Background: an optimization exercise with open tools, aiming at small area, a short achievable clock period and few clock cycles. Do not read the settings as production practice.
Function was not checked in any run shown here: the RTL went through the layout flow alone.
Power figures rest on the tool's default switching activity, not on a simulated workload.

==> flow/design.v <==
module spe_crc16_step (
    input  wire [15:0] crc_in,
    input  wire [7:0]  data,
    output wire [15:0] crc_out
);
  function automatic [15:0] step(input [15:0] c, input [7:0] b);
    reg [15:0] x;
    integer j;
    begin
      x = c ^ {b, 8'h00};
      for (j = 0; j < 8; j = j + 1)
        x = x[15] ? ((x << 1) ^ 16'h1021) : (x << 1);
      step = x;
    end
  endfunction
  assign crc_out = step(crc_in, data);
endmodule
module spe_bk_add #(parameter W = 64) (
    input  wire [W-1:0] a,
    input  wire [W-1:0] b,
    input  wire         cin,
    output wire [W-1:0] s
);
  localparam L = $clog2(W);
  wire [W-1:0] g0 = a & b;
  wire [W-1:0] p0 = a ^ b;
  wire [W-1:0] G [0:2*L];
  wire [W-1:0] P [0:2*L];
  assign G[0] = {g0[W-1:1], g0[0] | (p0[0] & cin)};
  assign P[0] = {p0[W-1:1], 1'b0};
  genvar l, i;
  generate
    for (l = 0; l < L; l = l + 1) begin : up
      for (i = 0; i < W; i = i + 1) begin : b
        if ((i % (2 << l)) == ((2 << l) - 1) && i >= (1 << l)) begin : op
          assign G[l+1][i] = G[l][i] | (P[l][i] & G[l][i - (1 << l)]);
          assign P[l+1][i] = P[l][i] & P[l][i - (1 << l)];
        end else begin : pass
          assign G[l+1][i] = G[l][i];
          assign P[l+1][i] = P[l][i];
        end
      end
    end
    for (l = 0; l < L - 1; l = l + 1) begin : dn
      for (i = 0; i < W; i = i + 1) begin : b
        if ((i % (2 << (L-2-l))) == ((1 << (L-2-l)) - 1) && i >= (2 << (L-2-l))) begin : op
          assign G[L+1+l][i] = G[L+l][i] | (P[L+l][i] & G[L+l][i - (1 << (L-2-l))]);
          assign P[L+1+l][i] = P[L+l][i] & P[L+l][i - (1 << (L-2-l))];
        end else begin : pass
          assign G[L+1+l][i] = G[L+l][i];
          assign P[L+1+l][i] = P[L+l][i];
        end
      end
    end
  endgenerate
  wire [W-1:0] C = G[2*L-1];
  assign s = p0 ^ {C[W-2:0], cin};
endmodule
module spe_fixed_encoder (
    input  wire        clk,
    input  wire        rst,
    input  wire        in_v,
    input  wire [4:0]  in_fid,
    input  wire [1:0]  in_a,      
    input  wire [63:0] in_data,
    output wire        out_v,
    output wire [4:0]  out_fid,
    output wire [33:0] out_r,     
    output wire        out_big,   
    output wire        out_nan,
    output wire        out_zero,
    output wire        out_sign
);
  wire        sign = in_data[63];
  wire [10:0] ex   = in_data[62:52];
  wire [51:0] fr   = in_data[51:0];
  wire [59:0] m    = {7'd0, 1'b1, fr};
  reg  [59:0] opx, opy;
  reg         neg;
  always @(*) begin
    neg = 1'b0;
    case (in_a)
      2'd0: begin opx = 60'd0;   opy = 60'd0;   end
      2'd1: begin opx = m << 2;  opy = 60'd0;   end
      2'd2: begin opx = m << 4;  opy = m << 3;  end
      default: begin opx = m << 7; opy = ~(m << 2); neg = 1'b1; end
    endcase
  end
  wire [59:0] cs_s = m ^ opx ^ opy;
  wire [59:0] cs_c = (m & opx) | (m & opy) | (opx & opy);
  wire [59:0] prod;
  spe_bk_add #(60) u_pa (.a(cs_s), .b({cs_c[58:0], neg}), .cin(1'b0), .s(prod));
  wire [11:0] t      = {1'b0, ex} + {10'd0, in_a};
  wire        is_nan = (ex == 11'h7FF) && (fr != 52'd0);
  wire        huge   = (t > 12'd1054);
  wire        tiny   = (t < 12'd1015);
  wire [11:0] shw    = 12'd1054 - t;
  wire [5:0]  sh     = shw[5:0];
  reg  [52:0] mask;
  integer k;
  always @(*) begin
    for (k = 0; k < 53; k = k + 1)
      mask[k] = (k <= sh + 19);
  end
  wire sticky = |({1'b1, fr} & mask);
  reg        s1_v, s1_sign, s1_nan, s1_big, s1_zero, s1_sticky;
  reg [4:0]  s1_fid;
  reg [5:0]  s1_sh;
  reg [39:0] s1_q;
  always @(posedge clk) begin
    if (rst) s1_v <= 1'b0;
    else     s1_v <= in_v;
    s1_fid    <= in_fid;
    s1_sign   <= sign;
    s1_nan    <= is_nan;
    s1_big    <= !is_nan && huge;
    s1_zero   <= tiny;
    s1_sticky <= sticky;
    s1_sh     <= sh;
    s1_q      <= prod[59:20];
  end
  wire [39:0] tq   = s1_q >> s1_sh;
  wire        hi   = |tq[39:34];
  wire        rinc = tq[0] & (s1_sticky | tq[1]);
  reg        s2_v, s2_sign, s2_nan, s2_big, s2_zero, s2_cin;
  reg [4:0]  s2_fid;
  reg [32:0] s2_ipx;
  always @(posedge clk) begin
    if (rst) s2_v <= 1'b0;
    else     s2_v <= s1_v;
    s2_fid  <= s1_fid;
    s2_sign <= s1_sign;
    s2_nan  <= s1_nan;
    s2_big  <= s1_big | hi;
    s2_zero <= s1_zero;
    s2_cin  <= rinc ^ s1_sign;
    s2_ipx  <= tq[33:1] ^ {33{s1_sign}};
  end
  spe_bk_add #(34) u_inc (.a({s2_sign, s2_ipx}), .b(34'd0), .cin(s2_cin), .s(out_r));
  assign out_v    = s2_v;
  assign out_fid  = s2_fid;
  assign out_big  = s2_big;
  assign out_nan  = s2_nan;
  assign out_zero = s2_zero;
  assign out_sign = s2_sign;
endmodule
module sim_proto_engine (
    input  wire        clk,
    input  wire        rst,         
    input  wire        rx_valid,
    input  wire [7:0]  rx_data,
    output wire        rx_ready,
    output wire        tx_valid,
    output wire [7:0]  tx_data,
    input  wire        tx_ready,
    input  wire        wr_valid,
    input  wire        wr_sel,
    input  wire [4:0]  wr_idx,
    input  wire [63:0] wr_data,
    output wire        wr_ready,
    input  wire        stop,
    output wire        halted,
    output wire [3:0]  status       
);
  reg        rx_rdy;
  reg        wr_rdy;
  reg        halt_r;
  reg        stop_seen;
  reg [3:0]  flags;
  reg        tx_v;
  reg [7:0]  tx_d;
  assign rx_ready = rx_rdy;
  assign wr_ready = wr_rdy;
  assign halted   = halt_r;
  assign status   = flags;
  assign tx_valid = tx_v;
  assign tx_data  = tx_d;
  localparam [1:0] PH_HUNT = 2'd0, PH_LEN = 2'd1, PH_BODY = 2'd2;
  reg        rxv, rxfin;
  reg [7:0]  rxd;
  reg [1:0]  phase;
  reg [7:0]  pl_rem;                
  reg [1:0]  tcnt;                  
  reg [1:0]  pidx;                  
  reg [15:0] crc;
  reg        hi_match, crc_match;
  reg        ge1, ge3, c0_04, c0_24, c1_65, c2_18, c2_nr;
  wire [15:0] crc_next;
  spe_crc16_step u_rx_crc (.crc_in(crc), .data(rxd), .crc_out(crc_next));
  wire fin_exp    = (phase == PH_BODY) && (pl_rem == 8'd0) &&
                    (rxv ? (tcnt == 2'd1) : (tcnt == 2'd2));
  wire crc_ok_now = rxv ? (hi_match && (crc[7:0] == rxd)) : crc_match;
  wire is_get     = ge1 && c0_04;
  wire is_poll    = ge3 && c0_24 && c1_65 && c2_18;
  wire is_nr      = ge3 && c0_24 && c1_65 && c2_nr;
  wire rx_fire    = rx_valid && rx_rdy;
  wire ans_now    = rx_fire && fin_exp && (rx_data == 8'h03) && crc_ok_now &&
                    (is_get || is_poll);
  always @(posedge clk) begin
    if (rst) begin
      rxv   <= 1'b0;
      rxfin <= 1'b0;
      phase <= PH_HUNT;
    end else begin
      rxv   <= rx_fire;
      rxfin <= rx_fire && fin_exp;
      if (rxv) begin
        case (phase)
          PH_HUNT: if (rxd == 8'h02) phase <= PH_LEN;
          PH_LEN:  phase <= PH_BODY;
          default: if (pl_rem == 8'd0 && tcnt == 2'd2) phase <= PH_HUNT;
        endcase
      end
    end
  end
  always @(posedge clk) begin
    rxd <= rx_data;
    if (rxv) begin
      if (phase == PH_LEN) begin
        pl_rem <= rxd;
        tcnt   <= 2'd0;
        pidx   <= 2'd0;
        crc    <= 16'd0;
        ge1    <= (rxd != 8'd0);
        ge3    <= (rxd >= 8'd3);
      end else if (phase == PH_BODY) begin
        if (pl_rem != 8'd0) begin
          pl_rem <= pl_rem - 8'd1;
          crc    <= crc_next;
          if (pidx == 2'd0) begin
            c0_04 <= (rxd == 8'h04);
            c0_24 <= (rxd == 8'h24);
          end
          if (pidx == 2'd1) c1_65 <= (rxd == 8'h65);
          if (pidx == 2'd2) begin
            c2_18 <= (rxd == 8'h18);
            c2_nr <= (rxd == 8'h1C) || (rxd == 8'h63);
          end
          if (pidx != 2'd3) pidx <= pidx + 2'd1;
        end else begin
          tcnt <= tcnt + 2'd1;
          if (tcnt == 2'd0) hi_match  <= (crc[15:8] == rxd);
          if (tcnt == 2'd1) crc_match <= hi_match && (crc[7:0] == rxd);
        end
      end
    end
  end
  reg        w_v, w_sel;
  reg [4:0]  w_idx;
  reg [63:0] w_data;
  reg        rst_q;                 
  always @(posedge clk) begin
    w_v    <= !rst && wr_valid && wr_rdy;
    w_sel  <= wr_sel;
    w_idx  <= wr_idx;
    w_data <= wr_data;
    rst_q  <= rst;
  end
  reg        d_raw, d_fx;
  reg [4:0]  d_fid;
  reg [1:0]  d_a;
  always @(*) begin
    d_raw = 1'b0; d_fx = 1'b0; d_fid = 5'd0; d_a = 2'd0;
    case ({w_sel, w_idx})
      6'd0: begin d_raw = 1'b1; d_fid = 5'd0; end
      6'd1: begin d_fx = 1'b1; d_fid = 5'd1; d_a = 2'd1; end
      6'd2: begin d_fx = 1'b1; d_fid = 5'd2; d_a = 2'd1; end
      6'd3: begin d_fx = 1'b1; d_fid = 5'd3; d_a = 2'd0; end
      6'd4: begin d_fx = 1'b1; d_fid = 5'd4; d_a = 2'd2; end
      6'd5: begin d_fx = 1'b1; d_fid = 5'd5; d_a = 2'd0; end
      6'd6: begin d_fx = 1'b1; d_fid = 5'd6; d_a = 2'd0; end
      6'd7: begin d_fx = 1'b1; d_fid = 5'd7; d_a = 2'd3; end
      6'd8: begin d_fx = 1'b1; d_fid = 5'd8; d_a = 2'd0; end
      6'd9: begin d_fx = 1'b1; d_fid = 5'd9; d_a = 2'd1; end
      6'd10: begin d_fx = 1'b1; d_fid = 5'd10; d_a = 2'd0; end
      6'd11: begin d_fx = 1'b1; d_fid = 5'd11; d_a = 2'd0; end
      6'd12: begin d_fx = 1'b1; d_fid = 5'd12; d_a = 2'd0; end
      6'd13: begin d_fx = 1'b1; d_fid = 5'd13; d_a = 2'd0; end
      6'd14: begin d_fx = 1'b1; d_fid = 5'd14; d_a = 2'd0; end
      6'd15: begin d_fx = 1'b1; d_fid = 5'd15; d_a = 2'd0; end
      6'd32: begin d_raw = 1'b1; d_fid = 5'd16; end
      6'd33: begin d_raw = 1'b1; d_fid = 5'd17; end
      6'd34: begin d_raw = 1'b1; d_fid = 5'd18; end
      6'd35: begin d_raw = 1'b1; d_fid = 5'd19; end
      6'd36: begin d_raw = 1'b1; d_fid = 5'd20; end
      6'd37: begin d_fx = 1'b1; d_fid = 5'd21; d_a = 2'd2; end
      6'd38: begin d_fx = 1'b1; d_fid = 5'd22; d_a = 2'd1; end
      6'd39: begin d_fx = 1'b1; d_fid = 5'd23; d_a = 2'd2; end
      6'd40: begin d_fx = 1'b1; d_fid = 5'd24; d_a = 2'd1; end
      6'd41: begin d_raw = 1'b1; d_fid = 5'd25; end
      6'd42: begin d_raw = 1'b1; d_fid = 5'd26; end
      6'd43: begin d_raw = 1'b1; d_fid = 5'd27; end
      default: ;
    endcase
  end
  wire        e_v, e_big, e_nan, e_zero, e_sign;
  wire [4:0]  e_fid;
  wire [33:0] e_r;
  spe_fixed_encoder u_enc (
      .clk(clk), .rst(rst),
      .in_v(w_v && d_fx), .in_fid(d_fid), .in_a(d_a), .in_data(w_data),
      .out_v(e_v), .out_fid(e_fid), .out_r(e_r), .out_big(e_big),
      .out_nan(e_nan), .out_zero(e_zero), .out_sign(e_sign));
  reg [1:0]  e_w;
  always @(*) begin
    e_w = 2'd2;
    case (e_fid)
      5'd1: e_w = 2'd1;
      5'd2: e_w = 2'd1;
      5'd3: e_w = 2'd2;
      5'd4: e_w = 2'd2;
      5'd5: e_w = 2'd2;
      5'd6: e_w = 2'd2;
      5'd7: e_w = 2'd1;
      5'd8: e_w = 2'd2;
      5'd9: e_w = 2'd1;
      5'd10: e_w = 2'd2;
      5'd11: e_w = 2'd2;
      5'd12: e_w = 2'd2;
      5'd13: e_w = 2'd2;
      5'd14: e_w = 2'd2;
      5'd15: e_w = 2'd2;
      5'd21: e_w = 2'd0;
      5'd22: e_w = 2'd1;
      5'd23: e_w = 2'd1;
      5'd24: e_w = 2'd1;
      default: ;
    endcase
  end
  reg        e_fits;
  reg [31:0] e_clamp;
  always @(*) begin
    case (e_w)
      2'd0:    begin e_fits = (e_r[33:7]  == {27{e_r[33]}}); e_clamp = e_sign ? 32'hFFFFFF80 : 32'h0000007F; end
      2'd1:    begin e_fits = (e_r[33:15] == {19{e_r[33]}}); e_clamp = e_sign ? 32'hFFFF8000 : 32'h00007FFF; end
      default: begin e_fits = (e_r[33:31] == {3{e_r[33]}});  e_clamp = e_sign ? 32'h80000000 : 32'h7FFFFFFF; end
    endcase
  end
  wire        e_ovf = e_nan || (!e_zero && (e_big || !e_fits));
  wire [31:0] e_res = (e_nan || e_zero) ? 32'd0 : e_ovf ? e_clamp : e_r[31:0];
  reg [7:0] f0;
  reg        v0;
  reg [15:0] f1;
  reg        v1;
  reg        o1;
  reg [15:0] f2;
  reg        v2;
  reg        o2;
  reg [31:0] f3;
  reg        v3;
  reg        o3;
  reg [31:0] f4;
  reg        v4;
  reg        o4;
  reg [31:0] f5;
  reg        v5;
  reg        o5;
  reg [31:0] f6;
  reg        v6;
  reg        o6;
  reg [15:0] f7;
  reg        v7;
  reg        o7;
  reg [31:0] f8;
  reg        v8;
  reg        o8;
  reg [15:0] f9;
  reg        v9;
  reg        o9;
  reg [31:0] f10;
  reg        v10;
  reg        o10;
  reg [31:0] f11;
  reg        v11;
  reg        o11;
  reg [31:0] f12;
  reg        v12;
  reg        o12;
  reg [31:0] f13;
  reg        v13;
  reg        o13;
  reg [31:0] f14;
  reg        v14;
  reg        o14;
  reg [31:0] f15;
  reg        v15;
  reg        o15;
  reg [7:0] f16;
  reg        v16;
  reg [7:0] f17;
  reg        v17;
  reg [7:0] f18;
  reg        v18;
  reg [7:0] f19;
  reg        v19;
  reg [7:0] f20;
  reg        v20;
  reg [7:0] f21;
  reg        v21;
  reg        o21;
  reg [15:0] f22;
  reg        v22;
  reg        o22;
  reg [15:0] f23;
  reg        v23;
  reg        o23;
  reg [15:0] f24;
  reg        v24;
  reg        o24;
  reg [7:0] f25;
  reg        v25;
  reg [7:0] f26;
  reg        v26;
  reg [7:0] f27;
  reg        v27;
  always @(posedge clk) begin
    if (w_v && d_raw && d_fid == 5'd0) f0 <= w_data[7:0];
    if (e_v && e_fid == 5'd1) f1 <= e_res[15:0];
    if (e_v && e_fid == 5'd2) f2 <= e_res[15:0];
    if (e_v && e_fid == 5'd3) f3 <= e_res[31:0];
    if (e_v && e_fid == 5'd4) f4 <= e_res[31:0];
    if (e_v && e_fid == 5'd5) f5 <= e_res[31:0];
    if (e_v && e_fid == 5'd6) f6 <= e_res[31:0];
    if (e_v && e_fid == 5'd7) f7 <= e_res[15:0];
    if (e_v && e_fid == 5'd8) f8 <= e_res[31:0];
    if (e_v && e_fid == 5'd9) f9 <= e_res[15:0];
    if (e_v && e_fid == 5'd10) f10 <= e_res[31:0];
    if (e_v && e_fid == 5'd11) f11 <= e_res[31:0];
    if (e_v && e_fid == 5'd12) f12 <= e_res[31:0];
    if (e_v && e_fid == 5'd13) f13 <= e_res[31:0];
    if (e_v && e_fid == 5'd14) f14 <= e_res[31:0];
    if (e_v && e_fid == 5'd15) f15 <= e_res[31:0];
    if (w_v && d_raw && d_fid == 5'd16) f16 <= w_data[7:0];
    if (w_v && d_raw && d_fid == 5'd17) f17 <= w_data[7:0];
    if (w_v && d_raw && d_fid == 5'd18) f18 <= w_data[7:0];
    if (w_v && d_raw && d_fid == 5'd19) f19 <= w_data[7:0];
    if (w_v && d_raw && d_fid == 5'd20) f20 <= w_data[7:0];
    if (e_v && e_fid == 5'd21) f21 <= e_res[7:0];
    if (e_v && e_fid == 5'd22) f22 <= e_res[15:0];
    if (e_v && e_fid == 5'd23) f23 <= e_res[15:0];
    if (e_v && e_fid == 5'd24) f24 <= e_res[15:0];
    if (w_v && d_raw && d_fid == 5'd25) f25 <= w_data[7:0];
    if (w_v && d_raw && d_fid == 5'd26) f26 <= w_data[7:0];
    if (w_v && d_raw && d_fid == 5'd27) f27 <= w_data[7:0];
  end
  always @(posedge clk) begin
    if (rst_q) begin
      v0 <= 1'b0;
      v1 <= 1'b0; o1 <= 1'b0;
      v2 <= 1'b0; o2 <= 1'b0;
      v3 <= 1'b0; o3 <= 1'b0;
      v4 <= 1'b0; o4 <= 1'b0;
      v5 <= 1'b0; o5 <= 1'b0;
      v6 <= 1'b0; o6 <= 1'b0;
      v7 <= 1'b0; o7 <= 1'b0;
      v8 <= 1'b0; o8 <= 1'b0;
      v9 <= 1'b0; o9 <= 1'b0;
      v10 <= 1'b0; o10 <= 1'b0;
      v11 <= 1'b0; o11 <= 1'b0;
      v12 <= 1'b0; o12 <= 1'b0;
      v13 <= 1'b0; o13 <= 1'b0;
      v14 <= 1'b0; o14 <= 1'b0;
      v15 <= 1'b0; o15 <= 1'b0;
      v16 <= 1'b0;
      v17 <= 1'b0;
      v18 <= 1'b0;
      v19 <= 1'b0;
      v20 <= 1'b0;
      v21 <= 1'b0; o21 <= 1'b0;
      v22 <= 1'b0; o22 <= 1'b0;
      v23 <= 1'b0; o23 <= 1'b0;
      v24 <= 1'b0; o24 <= 1'b0;
      v25 <= 1'b0;
      v26 <= 1'b0;
      v27 <= 1'b0;
    end else begin
      if (w_v && d_raw && d_fid == 5'd0) v0 <= 1'b1;
      if (e_v && e_fid == 5'd1) begin v1 <= 1'b1; o1 <= e_ovf; end
      if (e_v && e_fid == 5'd2) begin v2 <= 1'b1; o2 <= e_ovf; end
      if (e_v && e_fid == 5'd3) begin v3 <= 1'b1; o3 <= e_ovf; end
      if (e_v && e_fid == 5'd4) begin v4 <= 1'b1; o4 <= e_ovf; end
      if (e_v && e_fid == 5'd5) begin v5 <= 1'b1; o5 <= e_ovf; end
      if (e_v && e_fid == 5'd6) begin v6 <= 1'b1; o6 <= e_ovf; end
      if (e_v && e_fid == 5'd7) begin v7 <= 1'b1; o7 <= e_ovf; end
      if (e_v && e_fid == 5'd8) begin v8 <= 1'b1; o8 <= e_ovf; end
      if (e_v && e_fid == 5'd9) begin v9 <= 1'b1; o9 <= e_ovf; end
      if (e_v && e_fid == 5'd10) begin v10 <= 1'b1; o10 <= e_ovf; end
      if (e_v && e_fid == 5'd11) begin v11 <= 1'b1; o11 <= e_ovf; end
      if (e_v && e_fid == 5'd12) begin v12 <= 1'b1; o12 <= e_ovf; end
      if (e_v && e_fid == 5'd13) begin v13 <= 1'b1; o13 <= e_ovf; end
      if (e_v && e_fid == 5'd14) begin v14 <= 1'b1; o14 <= e_ovf; end
      if (e_v && e_fid == 5'd15) begin v15 <= 1'b1; o15 <= e_ovf; end
      if (w_v && d_raw && d_fid == 5'd16) v16 <= 1'b1;
      if (w_v && d_raw && d_fid == 5'd17) v17 <= 1'b1;
      if (w_v && d_raw && d_fid == 5'd18) v18 <= 1'b1;
      if (w_v && d_raw && d_fid == 5'd19) v19 <= 1'b1;
      if (w_v && d_raw && d_fid == 5'd20) v20 <= 1'b1;
      if (e_v && e_fid == 5'd21) begin v21 <= 1'b1; o21 <= e_ovf; end
      if (e_v && e_fid == 5'd22) begin v22 <= 1'b1; o22 <= e_ovf; end
      if (e_v && e_fid == 5'd23) begin v23 <= 1'b1; o23 <= e_ovf; end
      if (e_v && e_fid == 5'd24) begin v24 <= 1'b1; o24 <= e_ovf; end
      if (w_v && d_raw && d_fid == 5'd25) v25 <= 1'b1;
      if (w_v && d_raw && d_fid == 5'd26) v26 <= 1'b1;
      if (w_v && d_raw && d_fid == 5'd27) v27 <= 1'b1;
    end
  end
  reg        rec;                   
  reg [5:0]  nidx;                  
  reg        tx_end;                
  reg [15:0] tx_crc;
  reg [8:0]  pb;                    
  reg        k_pl, k_ch, k_cl, k_end;
  always @(*) begin
    pb = 9'd0; k_pl = 1'b0; k_ch = 1'b0; k_cl = 1'b0; k_end = 1'b0;
    case ({rec, nidx})
      7'd1:  pb = {1'b1, 8'h36};
      7'd65: pb = {1'b1, 8'h0F};
      7'd56, 7'd81: k_ch = 1'b1;
      7'd57, 7'd82: k_cl = 1'b1;
      7'd58, 7'd83: k_end = 1'b1;
      default: ;
    endcase
    case ({rec, nidx})
      7'd2: pb = {v0, f0[7:0]};
      7'd55: pb = {v0, f0[7:0]};
      7'd3: pb = {v1, f1[15:8]};
      7'd4: pb = {v1, f1[7:0]};
      7'd5: pb = {v2, f2[15:8]};
      7'd6: pb = {v2, f2[7:0]};
      7'd7: pb = {v3, f3[31:24]};
      7'd8: pb = {v3, f3[23:16]};
      7'd9: pb = {v3, f3[15:8]};
      7'd10: pb = {v3, f3[7:0]};
      7'd11: pb = {v4, f4[31:24]};
      7'd12: pb = {v4, f4[23:16]};
      7'd13: pb = {v4, f4[15:8]};
      7'd14: pb = {v4, f4[7:0]};
      7'd15: pb = {v5, f5[31:24]};
      7'd16: pb = {v5, f5[23:16]};
      7'd17: pb = {v5, f5[15:8]};
      7'd18: pb = {v5, f5[7:0]};
      7'd19: pb = {v6, f6[31:24]};
      7'd20: pb = {v6, f6[23:16]};
      7'd21: pb = {v6, f6[15:8]};
      7'd22: pb = {v6, f6[7:0]};
      7'd23: pb = {v7, f7[15:8]};
      7'd24: pb = {v7, f7[7:0]};
      7'd25: pb = {v8, f8[31:24]};
      7'd26: pb = {v8, f8[23:16]};
      7'd27: pb = {v8, f8[15:8]};
      7'd28: pb = {v8, f8[7:0]};
      7'd29: pb = {v9, f9[15:8]};
      7'd30: pb = {v9, f9[7:0]};
      7'd31: pb = {v10, f10[31:24]};
      7'd32: pb = {v10, f10[23:16]};
      7'd33: pb = {v10, f10[15:8]};
      7'd34: pb = {v10, f10[7:0]};
      7'd35: pb = {v11, f11[31:24]};
      7'd36: pb = {v11, f11[23:16]};
      7'd37: pb = {v11, f11[15:8]};
      7'd38: pb = {v11, f11[7:0]};
      7'd39: pb = {v12, f12[31:24]};
      7'd40: pb = {v12, f12[23:16]};
      7'd41: pb = {v12, f12[15:8]};
      7'd42: pb = {v12, f12[7:0]};
      7'd43: pb = {v13, f13[31:24]};
      7'd44: pb = {v13, f13[23:16]};
      7'd45: pb = {v13, f13[15:8]};
      7'd46: pb = {v13, f13[7:0]};
      7'd47: pb = {v14, f14[31:24]};
      7'd48: pb = {v14, f14[23:16]};
      7'd49: pb = {v14, f14[15:8]};
      7'd50: pb = {v14, f14[7:0]};
      7'd51: pb = {v15, f15[31:24]};
      7'd52: pb = {v15, f15[23:16]};
      7'd53: pb = {v15, f15[15:8]};
      7'd54: pb = {v15, f15[7:0]};
      7'd66: pb = {v16, f16[7:0]};
      7'd67: pb = {v17, f17[7:0]};
      7'd68: pb = {v18, f18[7:0]};
      7'd69: pb = {v19, f19[7:0]};
      7'd70: pb = {v20, f20[7:0]};
      7'd71: pb = {v21, f21[7:0]};
      7'd72: pb = {v22, f22[15:8]};
      7'd73: pb = {v22, f22[7:0]};
      7'd74: pb = {v23, f23[15:8]};
      7'd75: pb = {v23, f23[7:0]};
      7'd76: pb = {v24, f24[15:8]};
      7'd77: pb = {v24, f24[7:0]};
      7'd78: pb = {v25, f25[7:0]};
      7'd79: pb = {v26, f26[7:0]};
      7'd80: pb = {v27, f27[7:0]};
      default: ;
    endcase
    k_pl = !rec ? (nidx >= 6'd2 && nidx <= 6'd55) : (nidx >= 6'd2 && nidx <= 6'd16);
  end
  wire [7:0] nbyte = k_ch ? tx_crc[15:8] : k_cl ? tx_crc[7:0] : k_end ? 8'h03 :
                     (pb[8] ? pb[7:0] : 8'h00);
  wire [15:0] tx_crc_next;
  spe_crc16_step u_tx_crc (.crc_in(tx_crc), .data(nbyte), .crc_out(tx_crc_next));
  wire ovf_any = rec ? (o21 | o22 | o23 | o24) : (o1 | o2 | o3 | o4 | o5 | o6 | o7 | o8 | o9 | o10 | o11 | o12 | o13 | o14 | o15);
  always @(posedge clk) begin
    if (rst) begin
      tx_v      <= 1'b0;
      rx_rdy    <= 1'b1;
      wr_rdy    <= 1'b1;
      halt_r    <= 1'b0;
      stop_seen <= 1'b0;
      flags     <= 4'd0;
    end else begin
      stop_seen <= stop_seen | stop;
      if (rxv && rxfin) begin
        if (rxd != 8'h03)                       flags[0] <= 1'b1;
        else if (!crc_match)                    flags[1] <= 1'b1;
        else if (!is_get && !is_poll && !is_nr) flags[3] <= 1'b1;
      end
      if (!tx_v) begin
        tx_v <= ans_now;
      end else if (tx_ready) begin
        if (tx_end) tx_v <= 1'b0;
        if (k_end && ovf_any) flags[2] <= 1'b1;
      end
      wr_rdy <= tx_v ? (tx_ready && tx_end) : !ans_now;
      if (rx_rdy) rx_rdy <= !(rx_valid && fin_exp);
      else        rx_rdy <= !stop_seen && (tx_v ? (tx_ready && tx_end) : 1'b1);
      if (stop_seen && !rx_rdy && !tx_v && !rxv) halt_r <= 1'b1;
    end
  end
  always @(posedge clk) begin
    if (!tx_v) begin
      tx_d   <= 8'h02;
      nidx   <= 6'd1;
      tx_crc <= 16'd0;
      tx_end <= 1'b0;
      rec    <= !is_get;
    end else if (tx_ready) begin
      tx_d   <= nbyte;
      nidx   <= nidx + 6'd1;
      tx_end <= k_end;
      if (k_pl) tx_crc <= tx_crc_next;
    end
  end
endmodule
==> flow/run.sh <==
#!/bin/bash
# synth_recipe.tcl (not shown) runs the flow's synth.tcl, then flattens the netlist and writes it again
# the make line also repeats each setting of config.mk as NAME=value (left out here)
make -C /OpenROAD-flow-scripts/flow DESIGN_CONFIG=/design/flow/config.mk WORK_HOME=/design/flow/orfs CLKGATE_MAP_FILE= SYNTH_SCRIPT=/design/flow/synth_recipe.tcl finish
==> flow/config.mk <==
export PLATFORM = sky130hd
export DESIGN_NAME = sim_proto_engine
export DESIGN_NICKNAME = sim_proto_engine
export VERILOG_FILES = /design/flow/design.v
export SDC_FILE = /design/flow/constraint.sdc
export NUM_CORES = 4
export LEC_CHECK = 0
export CAP_MARGIN = 20
export CORE_MARGIN = 2
export CORE_UTILIZATION = 30
export SLEW_MARGIN = 20
==> flow/constraint.sdc <==
create_clock -name core_clock -period 25.0 [get_ports {clk}]
set_input_delay 5.0000 -clock core_clock [delete_from_list [all_inputs] [get_ports {clk}]]
set_output_delay 5.0000 -clock core_clock [all_outputs]
set_load 0.01 [all_outputs]
==> results.yml, run 1 <==
status:
  status: "finished clean"
timing:
  maxSlewHeadroom: 0.1325
  period_needed_ps: 7200
  hold_viol_final: 0
  drv_slew: 0
  fin_crit_sh: 0.2880
  finalSetupViolCount: 0
  hold_ws_ps: 324.8
  grt_setup_unrepaired: "no"
  tightest_slew_ps: 1296
  max_freq_mhz: 138.9
  finClkSkew_ps: 53.71
  tns_ps: 0
pwr:
  power_leakage_nw: 17.49
  ir_drop_uv: 57.38
  p_per_area_nw_per_um2: 69.72
detailed_routing:
  drt-total-wl_um: 143200
  drt_iter0_drc: 3992
  vias: 31924
  drc_errors: 0
  first_pass_iters: 7
  antenna_left: 0
  wl_per_cell_um: 24.77
  vias_per_cell: 5.521
clock_tree:
  root_buffer: "clkbuf_16"
  cts_hold_buf: 0
  clock_latency_ps: 710
  post_cts_resized: 0
  h-tree-depth: 3
  clk_pin_slew_worst_paths_ps: 60
  tritoncts.num_buffers: 90
  cts_setup_buffers: 0
  cts_tree: "done"
  numClockSinks: 859
  ctsLongestPathBuffers: 3
setup_path:
  path_buf_inv: 1
  cp_max_fo: 22
  cp.depth: 1
  crit_required_ps: 20000
  cp.arrival_ps: 2200
  worstSetupPathType: "reg -> out"
  cpPeakStageDelay_ps: 860
  critPathLaunchType: "register"
  r2r_cells: 19
  crit_slowest_cell: "dfxtp_1"
  crit_path_end_kind: "output pin"
  critPathTopFamily: "flip-flops"
  path_cells: "clkdlybuf4s50_1"
worst_hold_path:
  min_path_type: "reg -> reg"
  hold_path_depth: 0
global_route:
  antenna_found_initial: 7
  grt_max_degree: 99
  grt.total_usage: 0.1961
  grt_overflow_total: 0
  grt_pass1_wl_um: 208000
  grt_pass1_vias: 30469
floorplanning:
  initial_core_util: 0.3015
  io_pins: 100
  fp.dieW_um: 378.0
  rows: 137
  design.core.area_um2: 139200
  die-height_um: 378.0
  die_area_um2: 142900
logic_synthesis:
  syn-num-nets: 3982
  ys_types: 100
  synthArstFlopShare: 0
  postSynthAreaPerCell_um2: 11.31
  synthFlopType: "edfxtp_1"
  synth_top_cell_by_area: "edfxtp_1"
  synth-seq-cells: 859
  yosys-top-cells-area: "edfxtp_1 (42%), dfxtp_1 (13%), ha_1 (3.5%)"
  ys_seq_area_frac: 0.5486
  syn-cell-area_um2: 41970
  synth-edff-count: 582
  synth_warnings: 5
  synth_top_area_share: 0.4164
  synthCells: 3711
final_layout:
  area_growth_pct: 16.18
  drive_gt1_frac: 0.1045
  finalInstanceArea_um2: 48760
  nets: 4102
placement:
  io_buffers: 99
  place.gp.congestion: 0.9256
  dpl-instance-area_um2: 45810
  place_hpwl_um: 93950
flow_run:
  cap_viol_max_count: 0
Yosys cell counts (10+ instances only):
library cell	n
a22o_1	19
nand2b_1	38
xor2_1	65
fa_1	71
mux2i_1	93
a21o_1	29
mux2_2	19
a22oi_1	127
nor2b_1	34
a222oi_1	10
dfxtp_1	277
nand2_1	244
ha_1	116
nand3_1	108
nor3_1	59
clkbuf_1	138
a2111oi_0	30
a21oi_1	165
a32oi_1	53
and2_1	45
o21ai_0	125
inv_1	189
buf_2	29
a211oi_1	52
a31oi_1	27
nand4_1	68
xnor2_1	73
o22ai_1	26
nor4bb_1	15
or3_1	14
and3_1	109
nor2_1	335
a221oi_1	13
or2_2	11
nor4_1	51
mux4_2	20
o211ai_1	15
buf_1	24
edfxtp_1	582
power by group:
part | leakage, nW | internal [mW] | switching [mW]
Combinational | 8.84 | 0.167 | 0.260
Clock | 1.43 | 0.751 | 0.592
Sequential | 7.22 | 1.58 | 0.0526
Total | 17.5 | 2.50 | 0.904
cells by family (layout without fill, tap and decap cells):
kind of cell | after synthesis | in the layout | share of synthesized area
xor gates and xnor gates | 142 | 142 | 0.03086
other | 0 | 2 | 0
AOI/OAI and AO/OA | 788 | 788 | 0.1290
muxes | 136 | 136 | 0.03947
buffers and inverters | 387 | 580 | 0.03593
adders and majority gates | 187 | 187 | 0.06845
and+or+nand+nor | 1212 | 1212 | 0.1477
DFF | 859 | 859 | 0.5486
flip-flops by register name, indices dropped and copies added (netlist names), 32 cells and up:
name,cells
u_enc.s1_q,40
f3,32
w_data,64
f11,32
f10,32
f12,32
f5,32
f6,32
f4,32
f14,32
f8,32
u_enc.s2_ipx,33
f15,32
f13,32
per-stage QoR:
step	worst slack [ps]	util	std cells	power [mW]
floorplan	18770	-	3711	1.931
global placement	17550	0.3287	5613	2.074
detailed placement	17570	0.3291	5615	2.080
CTS	17780	0.3501	5780	3.411
global route	17710	0.3503	5780	3.517
finish	17800	0.3503	5782	3.399
cell usage in the layout (no fill, tap or decap), types with 17 or more instances in the layout:
| cell | n |
|---|---|
| a2111oi_0 | 30 |
| a211oi_1 | 52 |
| a21o_1 | 29 |
| a21oi_1 | 154 |
| a22o_1 | 19 |
| a22oi_1 | 127 |
| a31oi_1 | 27 |
| a32oi_1 | 53 |
| and2_1 | 45 |
| and3_1 | 109 |
| buf_4 | 123 |
| clkbuf_16 | 90 |
| clkdlybuf4s50_1 | 99 |
| dfxtp_1 | 270 |
| edfxtp_1 | 582 |
| fa_1 | 71 |
| ha_1 | 116 |
| inv_1 | 188 |
| mux2_2 | 19 |
| mux2i_1 | 93 |
| mux4_2 | 20 |
| nand2_1 | 244 |
| nand2b_1 | 38 |
| nand3_1 | 108 |
| nand4_1 | 68 |
| nor2_1 | 307 |
| nor2_2 | 17 |
| nor2b_1 | 31 |
| nor3_1 | 56 |
| nor4_1 | 49 |
| o21ai_0 | 125 |
| o22ai_1 | 26 |
| xnor2_1 | 72 |
| xor2_1 | 65 |
final timing paths:
kind                 start        endpoint  slack (ps)
max                   tx_v        tx_valid       17800
min          u_enc.s1_zero   u_enc.s2_zero         320
max reg2reg  u_enc.in_a[0]  u_enc.s1_q[38]       18540
min reg2reg  u_enc.s1_zero   u_enc.s2_zero         320
routing by layer:
metal | share of wire | up-vias | track usage
met5 | 0.00029 | - | 0
met2 | 0.46 | 1731 | 0.3174
met3 | 0.10 | 353 | 0.03870
met1 | 0.40 | 15679 | 0.2580
li1 | - | 14155 | -
met4 | 0.045 | 6 | 0.07555
cell type report:
cell class / instances / area (µm²)
inverter: 191 / 716.9
fill: 13848 / 90430
antenna: 2 / 5.005
multi-input combinational: 2465 / 17790
timing repair buffer: 224 / 1937
tap: 1876 / 2347
clock buffer: 117 / 2455
clock inverter: 48 / 473.0
sequential: 859 / 23040
==> inputs of run 2 (changes only) <==
--- a/flow/config.mk
+++ b/flow/config.mk
@@ -7,5 +7,5 @@
 export LEC_CHECK = 0
 export CAP_MARGIN = 20
 export CORE_MARGIN = 2
-export CORE_UTILIZATION = 30
+export CORE_UTILIZATION = 55
 export SLEW_MARGIN = 20
==> run 2 against run 1 <==
  * Still clean on timing, DRC and antenna
  * First-iteration DRC count grew 8.3%
  * Non-clock buffer count shrank 20
  * Setup slack better by 380 ps
  * Design area shrank 2.6%
  * Clock power barely moved
  * Largest cell class unchanged
==> results.yml, run 2 <==
timing:
  finalSetupViolCount: 0
  finClkSkew_ps: 69.31
  maxSlewHeadroom: 0.1841
  tns_ps: 0
  tightest_slew_ps: 1219
  max_freq_mhz: 146.7
  drv_slew: 0
  finalWorstSetupSlack_ps: 18180
  period_needed_ps: 6816
  fin_crit_sh: 0.2726
  hold_viol_final: 0
  grt_setup_unrepaired: "no"
logic_synthesis:
  ys_seq_area_frac: 0.5486
  synth_most_common_cell: "edfxtp_1"
  synth_top_area_share: 0.4164
  synth-edff-count: 582
  yosys-top-cells-area: "edfxtp_1 (42%), dfxtp_1 (13%), ha_1 (3.5%)"
  syn-cell-area_um2: 41970
  synthCells: 3711
  synthArstFlopShare: 0
  syn-num-nets: 3982
  synthTopCellsByCount: "edfxtp_1 (582), nor2_1 (335), dfxtp_1 (277), nand2_1 (244), inv_1 (189)"
  synth_warnings: 5
  postSynthAreaPerCell_um2: 11.31
  synth-seq-cells: 859
  ys_types: 100
  synthFlopType: "edfxtp_1"
  synth_top_cell_by_area: "edfxtp_1"
pwr:
  power_mw: 3.399
  ir_drop_uv: 61.14
  p_per_area_nw_per_um2: 71.57
  power_leakage_nw: 17.37
final_layout:
  fillers: 5946
  nets: 4082
  drive_gt1_frac: 0.09634
  mostFrequentLayoutCells: "edfxtp_1 (582), nor2_1 (305), dfxtp_1 (270), nand2_1 (244), inv_1 (189)"
  largest-register: "w_data"
  reg_top3: "w_data (64), u_enc.s1_q (40), u_enc.s2_ipx (33)"
  layout_commonest_cell: "edfxtp_1"
  stdcell_count: 4863
  largest_reg_flops: 64
  area_growth_pct: 13.15
clock_tree:
  cts_hold_buf: 0
  clk_pin_slew_worst_paths_ps: 60
  h-tree-depth: 3
  post_cts_resized: 0
  clock_latency_ps: 690
  ctsLongestPathBuffers: 3
  cts_setup_buffers: 0
  root_buffer: "clkbuf_16"
  cts_tree: "done"
  numClockSinks: 859
  tritoncts.num_buffers: 90
status:
  status: "finished clean"
global_route:
  antenna_found_initial: 3
  grt_pass1_wl_um: 208700
  grt_pass1_vias: 31638
  grt.total_usage: 0.3636
  grt_overflow_total: 0
  grt_max_degree: 109
detailed_routing:
  highest_layer: "met5"
  first_pass_iters: 6
  drc_errors: 0
  wl_per_cell_um: 29.59
  vias_per_cell: 6.668
  met1Wirelength_um: 52720
  drt-total-wl_um: 143900
  antenna_left: 0
  drt_iter0_drc: 4322
  wl_met3_um: 15350
  wl_met2_um: 66570
  vias: 32425
setup_path:
  r2r_slack_ps: 18450
  startpoint: "tx_ready"
  cp_max_fo: 24
  crit_path_end_kind: "register"
  endpoint: "tx_crc[12]"
  r2r_cells: 18
  reg2reg_from: "u_enc.in_a[0]"
  worstSetupPathType: "in -> reg"
  crit_required_ps: 25610
  r2r-end: "u_enc.s1_q[38]"
  cp.arrival_ps: 7420
  critPathLaunchType: "input port"
floorplanning:
  die-height_um: 280.2
  design.core.area_um2: 75700
  die_area_um2: 78530
  rows: 101
  initial_core_util: 0.5544
  io_pins: 100
  fp.dieW_um: 280.2
placement:
  place_ws_ps: 17510
  place_hpwl_um: 94720
  place.gp.congestion: 0.9240
  post-place-cells: 4696
  io_buffers: 99
worst_hold_path:
  min_path_type: "reg -> reg"
flow_run:
  cap_viol_max_count: 0
run 2: cell type report:
cell class	instances	area, µm²	area share
Multi-Input combinational cell	2465	17810	0.3750
Clock buffer	115	2399	0.05051
Inverter	191	716.9	0.01510
Sequential cell	859	23040	0.4851
Timing Repair Buffer	204	1777	0.03741
Clock inverter	48	519.2	0.01093
Tap cell	978	1224	0.02577
Antenna cell	3	7.507	0.0001581
run 2: layer usage:
| layer | vias to the layer above | global-route usage |
|---|---|---|
| met5 | - | 0 |
| met4 | 2 | 0.2021 |
| met3 | 437 | 0.07336 |
| met2 | 1951 | 0.5828 |
| met1 | 15943 | 0.4637 |
| li1 | 14092 | - |
run 2: metrics by stage:
stage	hold WS, ps	util	instance area (µm²)
2_1_floorplan	309.6	-	41970
3_3_place_gp	312.8	0.5877	44490
3_5_place_dp	329.6	0.5882	44520
4_1_cts	336.5	0.6267	47440
5_1_grt	345.3	0.6273	47480
6_report	333.1	0.6273	47490
run 2: worst min-delay path by stage:
stage | startpoint | to | slack (ps) | depth (start not counted)
global placement | w_data[63] | u_enc.s1_sign | 310 | 0
CTS | w_data[63] | u_enc.s1_sign | 340 | 0
floorplan | w_data[63] | u_enc.s1_sign | 310 | 0
detailed placement | w_data[63] | u_enc.s1_sign | 330 | 0
global route | w_data[63] | u_enc.s1_sign | 350 | 0
finish | w_data[63] | u_enc.s1_sign | 330 | 0
run 2: logic make-up after synthesis:
kind of cell | count (synthesis) | synth area share
AOI/OAI and AO/OA | 788 | 0.1290
and+or+nand+nor | 1212 | 0.1477
adders and majority gates | 187 | 0.06845
xor gates and xnor gates | 142 | 0.03086
buffers and inverters | 387 | 0.03593
muxes | 136 | 0.03947
DFF | 859 | 0.5486
run 2: critical path, cell delays in order:
cell and delay, ps:
clkdlybuf4s50_1 460, buf_4 300, a21boi_0 270, o311a_1 780, nand2_1 90, or4_1 410, nand3_1 90
run 2: power breakdown:
group | switching (mW) | total (mW) | internal (mW) | leakage (nW)
sequential | 0.0540 | 1.63 | 1.58 | 7.22
combinational | 0.278 | 0.447 | 0.168 | 8.74
clock | 0.581 | 1.32 | 0.740 | 1.41
total | 0.913 | 3.40 | 2.49 | 17.4

afterwards: timing with drivers on the ports:
The results above use ideal ports. As a check the final layouts listed here were re-extracted and re-timed, cells and wires unchanged.
Step 1 (the two cells are an assumption about what drives the block):
set clk [get_ports {clk}]
set_driving_cell -lib_cell sky130_fd_sc_hd__clkbuf_16 $clk
set_driving_cell -lib_cell sky130_fd_sc_hd__buf_2 [delete_from_list [all_inputs] $clk]
Step 2, shift: input delay + t, output delay - t, t = (earliest + latest rising clock arrival at the registers) / 2. This alone moves slack from input paths to output paths.
Slacks: no drivers / after step 1 / after step 2; pairs: no drivers / after step 1.
run	t, ns	setup slack, ns	latest minus earliest clock arrival (ns)	worst data-port slew with drivers (ns)
run 1	0.748	17.800 / 17.729 / 17.546	0.058 / 0.057	0.13
run 2	0.725	18.184 / 18.228 / 17.503	0.070 / 0.070	0.05
After both steps setup and hold are still met in every run listed. The setup slack of run 2, which loses most, moves by +0.044 ns with the drivers and by -0.681 ns with both steps.
